This design comes from an exercise in tuning for small area on the open sky130 flow, not from production work. In this exercise RTL edits were held to simulation tests only and were not proved equivalent to the original. Power and IR drop assume default switching activity.

==> flow/design.v <==
module traccar_fcb (
    input  wire        clk,
    input  wire        rst,       
    input  wire        bus_en,    
    input  wire        bus_we,    
    input  wire [5:0]  addr,      
    input  wire [31:0] wdata,
    output reg  [31:0] rdata
);
    localparam [2:0] ERR_OK          = 3'd0,
                     ERR_TRUNCATED   = 3'd1,
                     ERR_CODEC       = 3'd2,
                     ERR_UNKNOWN_XFR = 3'd3,
                     ERR_CAPACITY    = 3'd4,
                     ERR_ILLEGAL     = 3'd5,
                     ERR_CLOSED      = 3'd6;
    localparam [3:0] S_IDLE    = 4'd0,
                     S_T_LEAD  = 4'd1,
                     S_T_ID    = 4'd2,
                     S_T_MARK  = 4'd3,
                     S_U_HDR   = 4'd5,
                     S_U_IDLEN = 4'd6,
                     S_U_ID    = 4'd7,
                     S_B_CODEC = 4'd8,
                     S_B_COUNT = 4'd9,
                     S_B_BODY  = 4'd10,
                     S_H_DONE  = 4'd11,
                     S_CLOSED  = 4'd12,
                     S_ERROR   = 4'd13;
    localparam [1:0] K_NONE = 2'd0, K_HANDSHAKE = 2'd1, K_DATA = 2'd2;
    localparam [2:0] T_NONE = 3'd0, T_ID = 3'd1, T_TCP = 3'd2, T_UDP = 3'd3, T_IMG = 3'd4;
    localparam [5:0] A_CMD    = 6'h00, A_STATUS = 6'h01, A_CRCACC = 6'h02,
                     A_CRCVAL = 6'h03, A_PSTAT  = 6'h04, A_PHDR0  = 6'h05,
                     A_PHDR1  = 6'h06, A_PBLK   = 6'h07, A_PPOS   = 6'h08,
                     A_PBOFF  = 6'h09, A_PDLEN  = 6'h0A, A_TID    = 6'h0C,
                     A_OFF    = 6'h0D, A_RSZ    = 6'h0E, A_DECL   = 6'h0F,
                     A_XSTAT  = 6'h10, A_XTID   = 6'h11, A_XDECL  = 6'h12,
                     A_XWOFF  = 6'h13, A_VIN    = 6'h14, A_VCFG   = 6'h15,
                     A_VOUT   = 6'h16, A_TXLEN  = 6'h17;
    function [15:0] crc_step(input [15:0] acc, input [7:0] b);
        reg [7:0] x;
        reg       p;
        begin
            x = acc[7:0] ^ b;
            p = ^x;
            crc_step = {8'h00, acc[15:8]} ^ ({8'h00, x} << 6) ^ ({8'h00, x} << 7) ^
                       {p, p, 13'd0, p};
        end
    endfunction
    reg  [2:0]   st_err;
    reg  [15:0]  crc_acc;
    reg          crc_virt;      
    reg  [3:0]   p_st;
    reg          p_mode;
    reg  [1:0]   p_kind;
    reg          p_ecodec;      
    reg          p_have_codec;
    reg  [15:0]  p_len16;
    reg  [15:0]  p_pktid;
    reg  [7:0]   p_ptype;
    reg  [7:0]   p_locid;
    reg  [15:0]  p_idlen;
    reg  [7:0]   p_codec;
    reg  [7:0]   p_nrec;
    reg  [31:0]  p_pos;
    reg  [31:0]  r_tid;
    reg  [31:0]  r_off;
    reg  [15:0]  r_rsz;
    reg  [31:0]  r_decl;
    reg          x_active;
    reg          x_complete;
    reg  [31:0]  x_tid;
    reg  [31:0]  x_decl;
    reg  [31:0]  x_woff;
    reg  [31:0]  r_vin;
    reg  [23:0]  r_vcfg;
    reg  [2:0]   r_vout;
    reg  [2:0]   t_kind;
    reg  [31:0]  t_tid;
    reg  [31:0]  t_off;
    reg  [15:0]  t_size;        
    reg  [5:0]   rd_addr;
    wire do_write = bus_en &  bus_we;
    wire do_cmd   = do_write & (addr == A_CMD);
    wire [31:0] w    = wdata;
    wire [7:0]  opb  = w[7:0];
    wire c_nop     = (w == 32'h0000_0000);
    wire c_srst    = (w == 32'h0100_0000);
    wire c_crcinit = (w == 32'h1000_0000);
    wire c_crcbyte = (w[31:8] == 24'h11_0000);
    wire c_pstart  = (w[31:1] == 31'h1000_0000);
    wire c_pbyte   = (w[31:8] == 24'h21_0000);
    wire c_pend    = (w == 32'h2200_0000);
    wire c_idack   = (w[31:1] == 31'h1800_0000);
    wire c_tcpack  = (w[31:8] == 24'h31_0000);
    wire c_udpack  = (w[31:16] == 16'h3200);
    wire c_imgreq  = (w == 32'h3300_0000);
    wire c_xinit   = (w == 32'h4000_0000);
    wire c_xchunk  = (w[31:16] == 16'h4100);
    wire c_vcheck  = (w == 32'h5000_0000);
    wire c_legal = c_nop | c_srst | c_crcinit | c_crcbyte | c_pstart | c_pbyte |
                   c_pend | c_idack | c_tcpack | c_udpack | c_imgreq | c_xinit |
                   c_xchunk | c_vcheck;
    wire [79:0] img_var = {t_tid, t_off, t_size};
    reg  [15:0] img_crc;
    integer ci;
    always @(*) begin
        img_crc = 16'h0000;
        img_crc = crc_step(img_crc, 8'h0C);
        img_crc = crc_step(img_crc, 8'h01);
        img_crc = crc_step(img_crc, 8'h0D);
        img_crc = crc_step(img_crc, 8'h00);
        img_crc = crc_step(img_crc, 8'h00);
        img_crc = crc_step(img_crc, 8'h00);
        img_crc = crc_step(img_crc, 8'h0B);
        img_crc = crc_step(img_crc, 8'h02);
        for (ci = 0; ci < 10; ci = ci + 1)
            img_crc = crc_step(img_crc, img_var[79 - 8*ci -: 8]);
    end
    wire [15:0] crc_cur = crc_virt ? img_crc : crc_acc;
    wire [32:0] x_sum     = {1'b0, x_woff} + {17'd0, w[15:0]};
    wire [32:0] x_diff    = {1'b0, x_decl} - x_sum;
    wire        x_known   = x_active & (r_tid == x_tid);
    wire        x_fits    = ~x_diff[32];
    wire [31:0] x_left    = x_diff[31:0];
    wire        x_done    = (x_left == 32'd0);
    wire        x_left_gt = (|x_left[31:12]) | (x_left[11] & (|x_left[10:0]));
    wire [15:0] x_next_size = x_left_gt ? 16'd2048 : {4'd0, x_left[11:0]};
    wire        d_gt      = (|r_decl[31:12]) | (r_decl[11] & (|r_decl[10:0]));
    wire [15:0] x_init_size = d_gt ? 16'd2048 : {4'd0, r_decl[11:0]};
    wire       v_valid    = r_vin[0];
    wire       v_has_attr = r_vin[1];
    wire       v_gps_pres = r_vin[2];
    wire       v_slp_pres = r_vin[3];
    wire [7:0] v_sats     = r_vin[15:8];
    wire [7:0] v_gps      = r_vin[23:16];
    wire [7:0] v_slp      = r_vin[31:24];
    wire v_corr = ~v_valid & (v_sats == 8'd0) &
                  ((v_gps_pres & (v_gps == r_vcfg[7:0])) |
                   (v_slp_pres & ((v_slp == r_vcfg[15:8]) | (v_slp == r_vcfg[23:16]))));
    wire v_emit = v_valid | v_has_attr | v_gps_pres | v_slp_pres;
    wire st_idle  = (p_st == S_IDLE);
    wire st_tlead = (p_st == S_T_LEAD);
    wire st_tid   = (p_st == S_T_ID);
    wire st_tmark = (p_st == S_T_MARK);
    wire st_uhdr  = (p_st == S_U_HDR);
    wire st_uidln = (p_st == S_U_IDLEN);
    wire st_uid   = (p_st == S_U_ID);
    wire st_bbody = (p_st == S_B_BODY);
    wire st_hdone = (p_st == S_H_DONE);
    wire st_clsd  = (p_st == S_CLOSED);
    wire st_err_s = (p_st == S_ERROR);
    wire p_closed = st_idle | st_clsd | st_err_s;
    wire p_accept = st_bbody | st_hdone;
    wire codec_known = (opb == 8'h07) | (opb == 8'h08) | (opb == 8'h8E) |
                       (opb == 8'h0C) | (opb == 8'h10);
    wire [15:0] len16_next = {p_len16[7:0], opb};
    wire [15:0] idlen_next = {p_idlen[7:0], opb};
    wire [15:0] p_rem_id = p_idlen + (st_uid ? 16'd8 : 16'd2) - p_pos[15:0];
    wire [15:0] p_rem    = (st_tid | st_uid) ? p_rem_id : 16'd0;
    wire [3:0]  p_k      = st_uhdr ? {1'b0, p_pos[2:0]} :
                           (st_tlead | st_tmark | st_uidln) ? {3'd0, p_pos[0]} : 4'd0;
    wire [3:0]  p_err    = st_err_s ? (p_ecodec ? 4'd2 : 4'd1) : 4'd0;
    wire        p_have_count = st_bbody | (st_clsd & (p_kind == K_DATA));
    wire [31:0] p_boff   = ~p_have_count ? 32'd0 :
                           p_mode ? {15'd0, {1'b0, p_idlen} + 17'd10} : 32'd6;
    always @(posedge clk) begin
        rd_addr <= addr;
        if (rst || (do_cmd && c_srst)) begin
            st_err       <= ERR_OK;
            crc_acc      <= 16'd0;
            crc_virt     <= 1'b0;
            p_st         <= S_IDLE;
            p_mode       <= 1'b0;
            p_kind       <= K_NONE;
            p_ecodec     <= 1'b0;
            p_have_codec <= 1'b0;
            p_len16      <= 16'd0;
            p_pktid      <= 16'd0;
            p_ptype      <= 8'd0;
            p_locid      <= 8'd0;
            p_idlen      <= 16'd0;
            p_codec      <= 8'd0;
            p_nrec       <= 8'd0;
            p_pos        <= 32'd0;
            r_tid        <= 32'd0;
            r_off        <= 32'd0;
            r_rsz        <= 16'd0;
            r_decl       <= 32'd0;
            x_active     <= 1'b0;
            x_complete   <= 1'b0;
            x_tid        <= 32'd0;
            x_decl       <= 32'd0;
            x_woff       <= 32'd0;
            r_vin        <= 32'd0;
            r_vcfg       <= 24'h020103;
            r_vout       <= 3'd0;
            t_kind       <= T_NONE;
            t_tid        <= 32'd0;
            t_off        <= 32'd0;
            t_size       <= 16'd0;
        end else if (do_write) begin
            case (addr)
                A_TID:  r_tid  <= wdata;
                A_OFF:  r_off  <= wdata;
                A_RSZ:  r_rsz  <= wdata[15:0];
                A_DECL: r_decl <= wdata;
                A_VIN:  r_vin  <= wdata & 32'hFFFF_FF0F;
                A_VCFG: r_vcfg <= wdata[23:0];
                A_CMD: begin
                    st_err <= ERR_OK;
                    if (!c_legal) begin
                        st_err <= ERR_ILLEGAL;
                    end else if (c_crcinit) begin
                        crc_acc  <= 16'd0;
                        crc_virt <= 1'b0;
                    end else if (c_crcbyte) begin
                        crc_acc  <= crc_step(crc_cur, opb);
                        crc_virt <= 1'b0;
                    end else if (c_pstart) begin
                        p_st         <= w[0] ? S_U_HDR : S_T_LEAD;
                        p_mode       <= w[0];
                        p_kind       <= w[0] ? K_DATA : K_NONE;
                        p_ecodec     <= 1'b0;
                        p_have_codec <= 1'b0;
                        p_len16      <= 16'd0;
                        p_pktid      <= 16'd0;
                        p_ptype      <= 8'd0;
                        p_locid      <= 8'd0;
                        p_idlen      <= 16'd0;
                        p_codec      <= 8'd0;
                        p_nrec       <= 8'd0;
                        p_pos        <= 32'd0;
                    end else if (c_pbyte) begin
                        if (p_closed) begin
                            st_err <= ERR_CLOSED;
                        end else begin
                            p_pos <= p_pos + 32'd1;
                            case (p_st)
                                S_T_LEAD: begin
                                    p_len16 <= len16_next;
                                    if (p_pos[0]) begin
                                        if (len16_next != 16'd0) begin
                                            p_kind  <= K_HANDSHAKE;
                                            p_idlen <= len16_next;
                                            p_st    <= S_T_ID;
                                        end else begin
                                            p_kind  <= K_DATA;
                                            p_st    <= S_T_MARK;
                                        end
                                    end
                                end
                                S_T_ID: begin
                                    if (p_rem_id == 16'd1)
                                        p_st <= S_H_DONE;
                                end
                                S_T_MARK: begin
                                    if (p_pos[0])
                                        p_st <= S_B_CODEC;
                                end
                                S_U_HDR: begin
                                    case (p_pos[2:0])
                                        3'd0, 3'd1: p_len16 <= len16_next;
                                        3'd2, 3'd3: p_pktid <= {p_pktid[7:0], opb};
                                        3'd4:       p_ptype <= opb;
                                        default:    p_locid <= opb;
                                    endcase
                                    if (p_pos[2:0] == 3'd5)
                                        p_st <= S_U_IDLEN;
                                end
                                S_U_IDLEN: begin
                                    p_idlen <= idlen_next;
                                    if (p_pos[0])
                                        p_st <= (idlen_next == 16'd0) ? S_B_CODEC : S_U_ID;
                                end
                                S_U_ID: begin
                                    if (p_rem_id == 16'd1)
                                        p_st <= S_B_CODEC;
                                end
                                S_B_CODEC: begin
                                    p_codec      <= opb;
                                    p_have_codec <= 1'b1;
                                    if (codec_known) begin
                                        p_st <= S_B_COUNT;
                                    end else begin
                                        p_ecodec <= 1'b1;
                                        p_st     <= S_ERROR;
                                        st_err   <= ERR_CODEC;
                                    end
                                end
                                S_B_COUNT: begin
                                    p_nrec <= opb;
                                    p_st   <= S_B_BODY;
                                end
                                default: ;
                            endcase
                        end
                    end else if (c_pend) begin
                        if (p_closed) begin
                            st_err <= ERR_CLOSED;
                        end else if (p_accept) begin
                            p_st <= S_CLOSED;
                        end else begin
                            p_st   <= S_ERROR;
                            st_err <= ERR_TRUNCATED;
                        end
                    end else if (c_idack | c_tcpack | c_udpack) begin
                        t_kind   <= c_idack ? T_ID : c_tcpack ? T_TCP : T_UDP;
                        t_size   <= w[15:0];
                        crc_acc  <= crc_cur;
                        crc_virt <= 1'b0;
                    end else if (c_imgreq) begin
                        t_kind   <= T_IMG;
                        t_tid    <= r_tid;
                        t_off    <= r_off;
                        t_size   <= r_rsz;
                        crc_virt <= 1'b1;
                    end else if (c_xinit) begin
                        x_tid      <= r_tid;
                        x_decl     <= r_decl;
                        x_woff     <= 32'd0;
                        x_active   <= 1'b1;
                        x_complete <= 1'b0;
                        r_off      <= 32'd0;
                        r_rsz      <= x_init_size;
                        t_kind     <= T_IMG;
                        t_tid      <= r_tid;
                        t_off      <= 32'd0;
                        t_size     <= x_init_size;
                        crc_virt   <= 1'b1;
                    end else if (c_xchunk) begin
                        if (!x_known) begin
                            st_err <= ERR_UNKNOWN_XFR;
                        end else if (!x_fits) begin
                            st_err <= ERR_CAPACITY;
                        end else begin
                            x_woff <= x_sum[31:0];
                            if (x_done) begin
                                x_active   <= 1'b0;
                                x_complete <= 1'b1;
                                t_kind     <= T_NONE;
                            end else begin
                                r_off    <= x_sum[31:0];
                                r_rsz    <= x_next_size;
                                t_kind   <= T_IMG;
                                t_tid    <= r_tid;
                                t_off    <= x_sum[31:0];
                                t_size   <= x_next_size;
                                crc_virt <= 1'b1;
                            end
                        end
                    end else if (c_vcheck) begin
                        r_vout <= {v_corr, v_emit, v_valid | v_corr};
                    end
                end
                default: ;
            endcase
        end
    end
    wire tk_id  = (t_kind == T_ID);
    wire tk_tcp = (t_kind == T_TCP);
    wire tk_udp = (t_kind == T_UDP);
    wire tk_img = (t_kind == T_IMG);
    reg [31:0] tx_word;
    always @(*) begin
        tx_word = 32'd0;
        case (rd_addr[2:0])
            3'd0: tx_word = tk_id  ? {7'd0, t_size[0], 24'd0} :
                            tk_tcp ? {24'd0, t_size[7:0]} :
                            tk_udp ? 32'h0005_0000 : 32'd0;
            3'd1: tx_word = tk_udp ? {8'h01, t_size, 8'h00} :
                            tk_img ? 32'h0000_0013 : 32'd0;
            3'd2: tx_word = tk_img ? 32'h0C01_0D00 : 32'd0;
            3'd3: tx_word = tk_img ? 32'h0000_0B02 : 32'd0;
            3'd4: tx_word = tk_img ? t_tid : 32'd0;
            3'd5: tx_word = tk_img ? t_off : 32'd0;
            3'd6: tx_word = tk_img ? {t_size, 16'h0100} : 32'd0;
            3'd7: tx_word = tk_img ? {8'h00, img_crc, 8'h00} : 32'd0;
        endcase
    end
    wire [5:0] tx_len = tk_id ? 6'd1 : tk_tcp ? 6'd4 : tk_udp ? 6'd7 : tk_img ? 6'd31 : 6'd0;
    always @(*) begin
        case (rd_addr)
            A_STATUS: rdata = {29'd0, st_err};
            A_CRCACC: rdata = {16'd0, crc_cur};
            A_CRCVAL: rdata = {16'd0, crc_cur};
            A_PSTAT:  rdata = {p_rem, p_k, p_err, 1'b0, p_kind, p_mode, p_st};
            A_PHDR0:  rdata = {p_pktid, p_len16};
            A_PHDR1:  rdata = {p_idlen, p_locid, p_ptype};
            A_PBLK:   rdata = {14'd0, p_have_count, p_have_codec, p_nrec, p_codec};
            A_PPOS:   rdata = p_pos;
            A_PBOFF:  rdata = p_boff;
            A_TID:    rdata = r_tid;
            A_OFF:    rdata = r_off;
            A_RSZ:    rdata = {16'd0, r_rsz};
            A_DECL:   rdata = r_decl;
            A_XSTAT:  rdata = {30'd0, x_complete, x_active};
            A_XTID:   rdata = x_tid;
            A_XDECL:  rdata = x_decl;
            A_XWOFF:  rdata = x_woff;
            A_VIN:    rdata = r_vin;
            A_VCFG:   rdata = {8'd0, r_vcfg};
            A_VOUT:   rdata = {29'd0, r_vout};
            A_TXLEN:  rdata = {26'd0, tx_len};
            6'h20, 6'h21, 6'h22, 6'h23, 6'h24, 6'h25, 6'h26, 6'h27:
                      rdata = tx_word;
            default:  rdata = 32'd0;
        endcase
    end
endmodule
==> flow/run.sh <==
#!/bin/bash
# synth_recipe.tcl (not shown) runs the flow's synth.tcl, then flattens the netlist and writes it again
# the make line also repeats each setting of config.mk as NAME=value (left out here)
make -C /OpenROAD-flow-scripts/flow DESIGN_CONFIG=/design/flow/config.mk WORK_HOME=/design/flow/orfs CLKGATE_MAP_FILE= SYNTH_SCRIPT=/design/flow/synth_recipe.tcl finish
==> flow/config.mk <==
export PLATFORM = sky130hd
export DESIGN_NAME = traccar_fcb
export DESIGN_NICKNAME = traccar_fcb
export VERILOG_FILES = /design/flow/design.v
export SDC_FILE = /design/flow/constraint.sdc
export NUM_CORES = 4
export LEC_CHECK = 0
export CAP_MARGIN = 20
export CORE_MARGIN = 2
export CORE_UTILIZATION = 40
export SLEW_MARGIN = 20
==> flow/constraint.sdc <==
create_clock -name core_clock -period 15.0 [get_ports {clk}]
set_input_delay 3.0000 -clock core_clock [delete_from_list [all_inputs] [get_ports {clk}]]
set_output_delay 3.0000 -clock core_clock [all_outputs]
set_load 0.01 [all_outputs]
==> qor.txt <==
outcome -> timing/DRC/antenna clean
cell area after synthesis -> 31500 um2
post-route ant nets -> 0
endpoints failing hold -> 0
# rows -> 102
Worst R2R End -> t_size[6]
largest net degree at the start of global routing -> 178
routed vias/inst -> 6.57
slew of the pin with the lowest slew margin -> 1.25 ns
Finish-stage setup viols -> 0
worst reg-to-reg path cell count -> 26
Combinational Power Share -> 5.4%
clk_skew -> 0.0336 ns
core box area -> 77700 um2
max_slew headroom -> 15.9%
Max Cap Viol -> 0
area delta synth->final -> 12.8%
CTS sink cnt -> 495
CP arrival -> 11.61 ns
Max FO, Critical Path -> 18
DRC violations left -> 0
Flop pwr share -> 41.8%
post-route minimum period -> 11.02 ns
min-delay src -> crc_acc[14]
part of the cycle the worst path needs -> 73.5%
fillers -> 7908
Pre-antenna DRT Iters -> 6
clock buffer count from CTS -> 57
Worst EP required -> 15.59 ns
CP max-delay cell -> nor4_1
post-synth cell types -> 96
CTS tree -> built
total internal power -> 2390 uW
Die ar. -> 80900 um2
sequential area share after synthesis -> 31.5%
clock share of power -> 52.7%
Mapped Cells -> 4116
switching share of power -> 24.2%
clk latency of the worst-skew pair -> 0.65 ns
I/O pin count -> 74
worst setup path class -> in -> reg
Power Density -> 89.0 nW/um2
syn_area_per_cell -> 7.64 um2
Die H -> 284 um
CP Buf/Inv Count -> 2
number of global-route vias before repair -> 30400
first-pass GRT wire length -> 232000 um
Clock Path Buffers -> 3
initial antenna violation count -> 3
routed length per instance -> 32.3 um
Starting DRT DRC Count -> 5909
CTS root buf -> clkbuf_16
Sw Pwr -> 765 uW
global placement routability congestion -> 1.10
WL final -> 166000 um
Worst Hold Path EP -> crc_acc[14]
Synth Warn # -> 1
R2R Setup Slk -> 6.66 ns
DP Worst Slack -> 3.58 ns
initial cell density of the core -> 40.5%
die width -> 284 um
Resize count post-CTS -> 0
Fmax achieved -> 90.7 MHz
Hold Path Depth -> 2
RSZ-0062 raised after global routing -> no
#FFs+latches synth -> 495
crit end category -> flip-flop
Main synth FF type -> dfxtp_1
Most Frequent Cell on Critical Path -> a21oi_1
worst hold path type -> reg -> reg
EDFF count, synth -> 0
GR Overflow Total -> 0
Sum Neg Setup Slack -> 0 ns
DP HPWL -> 122000 um
NumNets Final -> 4184
delay-heaviest family, CP -> compound AO/OA/AOI/OAI gates
Post-CTS Hold Fix Bufs -> 0
Worst setup SP type -> input port
syn nets -> 4244
Final Max Tran Viols -> 0
PortBufs -> 73
Vias -> 33800
static leakage -> 0.0129 uW
slowest stage delay, CP -> 0.98 ns
register area -> 9910 um2
Synth async-reset ratio -> 0%
CTS H-tree lvls -> 2
post-CTS setup buffer count -> 0
Worst IR Drop VDD -> 0.0883 mV
reg2reg start -> x_woff[0]
Final WS setup -> 3.98 ns
share of cells above drive strength 1 -> 7.34%
clk slew on worst S/H paths -> 0.06 ns
global-route usage over all layers -> 39.6%
post-layout util -> 45.6%
area taken by multi-input logic gates -> 20300 um2
## sequential cells by signal (all words and copies together) (netlist names), 16 cells and up
name     count
t_size      16
p_len16     16
r_tid       32
crc_acc     16
t_tid       32
p_idlen     16
x_decl      32
r_decl      32
r_rsz       16
p_pktid     16
r_vin       28
x_woff      32
x_tid       32
r_vcfg      24
r_off       32
p_pos       32
t_off       32
## per-layer routing
metal / vias up / track usage (%) / routed length, um
li1: 14500 / - / -
met1: 16300 / 51.3 / 62900
met2: 2455 / 56.2 / 66500
met3: 571 / 11.0 / 21500
met4: 2 / 29.1 / 15300
met5: - / 0 / 16
## tightest hold or removal path: stages, from the launching register on
cell     delay (ns)
dfxtp_1        0.31
nand2_1        0.05
o21ai_1        0.05
## placed cells by master, fill, tap and decap left out, types with 16 or more instances in the layout
| cell type | instances |
|---|---|
| o31ai_1 | 46 |
| ha_1 | 81 |
| a222oi_1 | 21 |
| nand2_1 | 773 |
| or3_1 | 25 |
| a211oi_1 | 24 |
| xnor3_1 | 27 |
| a31oi_1 | 21 |
| xnor2_1 | 170 |
| xor2_1 | 94 |
| a221oi_1 | 34 |
| a21o_1 | 27 |
| a22oi_1 | 173 |
| nor3_1 | 57 |
| nor2b_1 | 21 |
| nor4_1 | 40 |
| o211ai_1 | 28 |
| inv_1 | 78 |
| nand2b_1 | 30 |
| bufinv_16 | 16 |
| a21oi_1 | 397 |
| a22o_1 | 18 |
| nor2_1 | 295 |
| nand3_1 | 204 |
| and2_1 | 26 |
| mux2i_1 | 92 |
| dfxtp_1 | 493 |
| buf_4 | 95 |
| clkbuf_16 | 59 |
| o21ai_0 | 157 |
| nand4_1 | 45 |
| o2111ai_1 | 23 |
| clkdlybuf4s50_1 | 73 |
| o21bai_1 | 18 |
| and3_1 | 38 |
## worst max path at each step
stage,slack (ns),endpoint,from,cells after the start
after CTS,4.22,r_off[27],wdata[0],29
after floorplan,5.74,t_tid[16],wdata[1],31
after global placement,3.66,t_size[6],wdata[0],28
after global routing,3.30,t_size[6],wdata[0],28
after detailed placement,3.58,t_size[6],wdata[0],28
final,3.98,t_size[6],wdata[0],28
## synthesized netlist by cell type, types with 28 or more instances
| cell type | number | share of area [%] |
|---|---|---|
| xor2_1 | 94 | 2.6 |
| nor4_1 | 42 | 0.84 |
| nor2_1 | 305 | 3.6 |
| and3_1 | 39 | 0.78 |
| dfxtp_1 | 495 | 31 |
| o21ai_0 | 159 | 2.5 |
| o31ai_1 | 46 | 1.1 |
| nand2_1 | 776 | 9.3 |
| nand3_1 | 205 | 3.3 |
| mux2i_1 | 92 | 2.9 |
| a22oi_1 | 173 | 4.1 |
| nor3_1 | 61 | 0.97 |
| clkbuf_1 | 248 | 3.0 |
| a221oi_1 | 35 | 0.97 |
| inv_1 | 78 | 0.93 |
| xnor2_1 | 170 | 4.7 |
| a21oi_1 | 397 | 6.3 |
| ha_1 | 81 | 3.2 |
| nand2b_1 | 30 | 0.60 |
| o211ai_1 | 28 | 0.67 |
| nand4_1 | 45 | 0.89 |
## final cells by class
cell class	count	share of cell area (%)
Sequential cell	495	27.9
Timing Repair Buffer	172	4.26
Antenna cell	5	0.0353
Multi-Input combinational cell	3252	57.1
Inverter	78	0.825
Clock buffer	74	4.55
Clock inverter	31	1.63
Tap cell	1040	3.67
## power by group through the flow
stage,sequential [uW],combinational [uW],clock [uW]
2_1_floorplan,1350,92.5,0
3_3_place_gp,1350,163,0
3_5_place_dp,1350,164,0
4_1_cts,1320,164,1660
5_1_grt,1320,177,1720
6_report,1320,172,1670
## logic make-up (layout without fill, tap and decap cells)
family	after synthesis	in the layout	synth area share [%]
and+or+nand+nor	1647	1647	23.5
AOI/OAI and AO/OA	1094	1094	22.3
DFF	495	495	31.5
buffers and inverters	369	355	4.59
xor gates and xnor gates	318	318	11.0
muxes	107	107	3.50
adders and majority gates	86	86	3.54
other	0	5	0
## metrics by stage
step | power, uW | std cells | instance area (um2) | hold WS, ns
3_3_place_gp | 1510 | 5034 | 33200 | 0.439
5_1_grt | 3210 | 5142 | 35500 | 0.475
6_report | 3160 | 5147 | 35500 | 0.452
4_1_cts | 3150 | 5139 | 35400 | 0.455
2_1_floorplan | 1440 | 4116 | 31500 | 0.424
3_5_place_dp | 1510 | 5034 | 33200 | 0.444

## static timing again, ports no longer ideal
In the flow no input, the clock included, has a driving cell. The finished layout below was timed again as built, in two steps. Step 1 (the two cells are an assumption about what drives the block):
set clk [get_ports {clk}]
set_driving_cell -lib_cell sky130_fd_sc_hd__clkbuf_16 $clk
set_driving_cell -lib_cell sky130_fd_sc_hd__buf_2 [delete_from_list [all_inputs] $clk]
Step 2 also shifts input and output timing later by t, the mid clock arrival at the registers, as if the neighbouring blocks saw the same clock. Three values: ideal ports, drivers, drivers and shift; two values: the first two.
t, ns: 0.701
slack for setup (ns): 3.977 / 4.023 / 3.322
clock arrival spread, ns: 0.034 / 0.034
worst slew at a driven data input, ns: 0.04
After both steps this run still meets setup and hold. For this run, drivers alone change the setup slack by +0.046 ns; drivers and shift together by -0.655 ns.
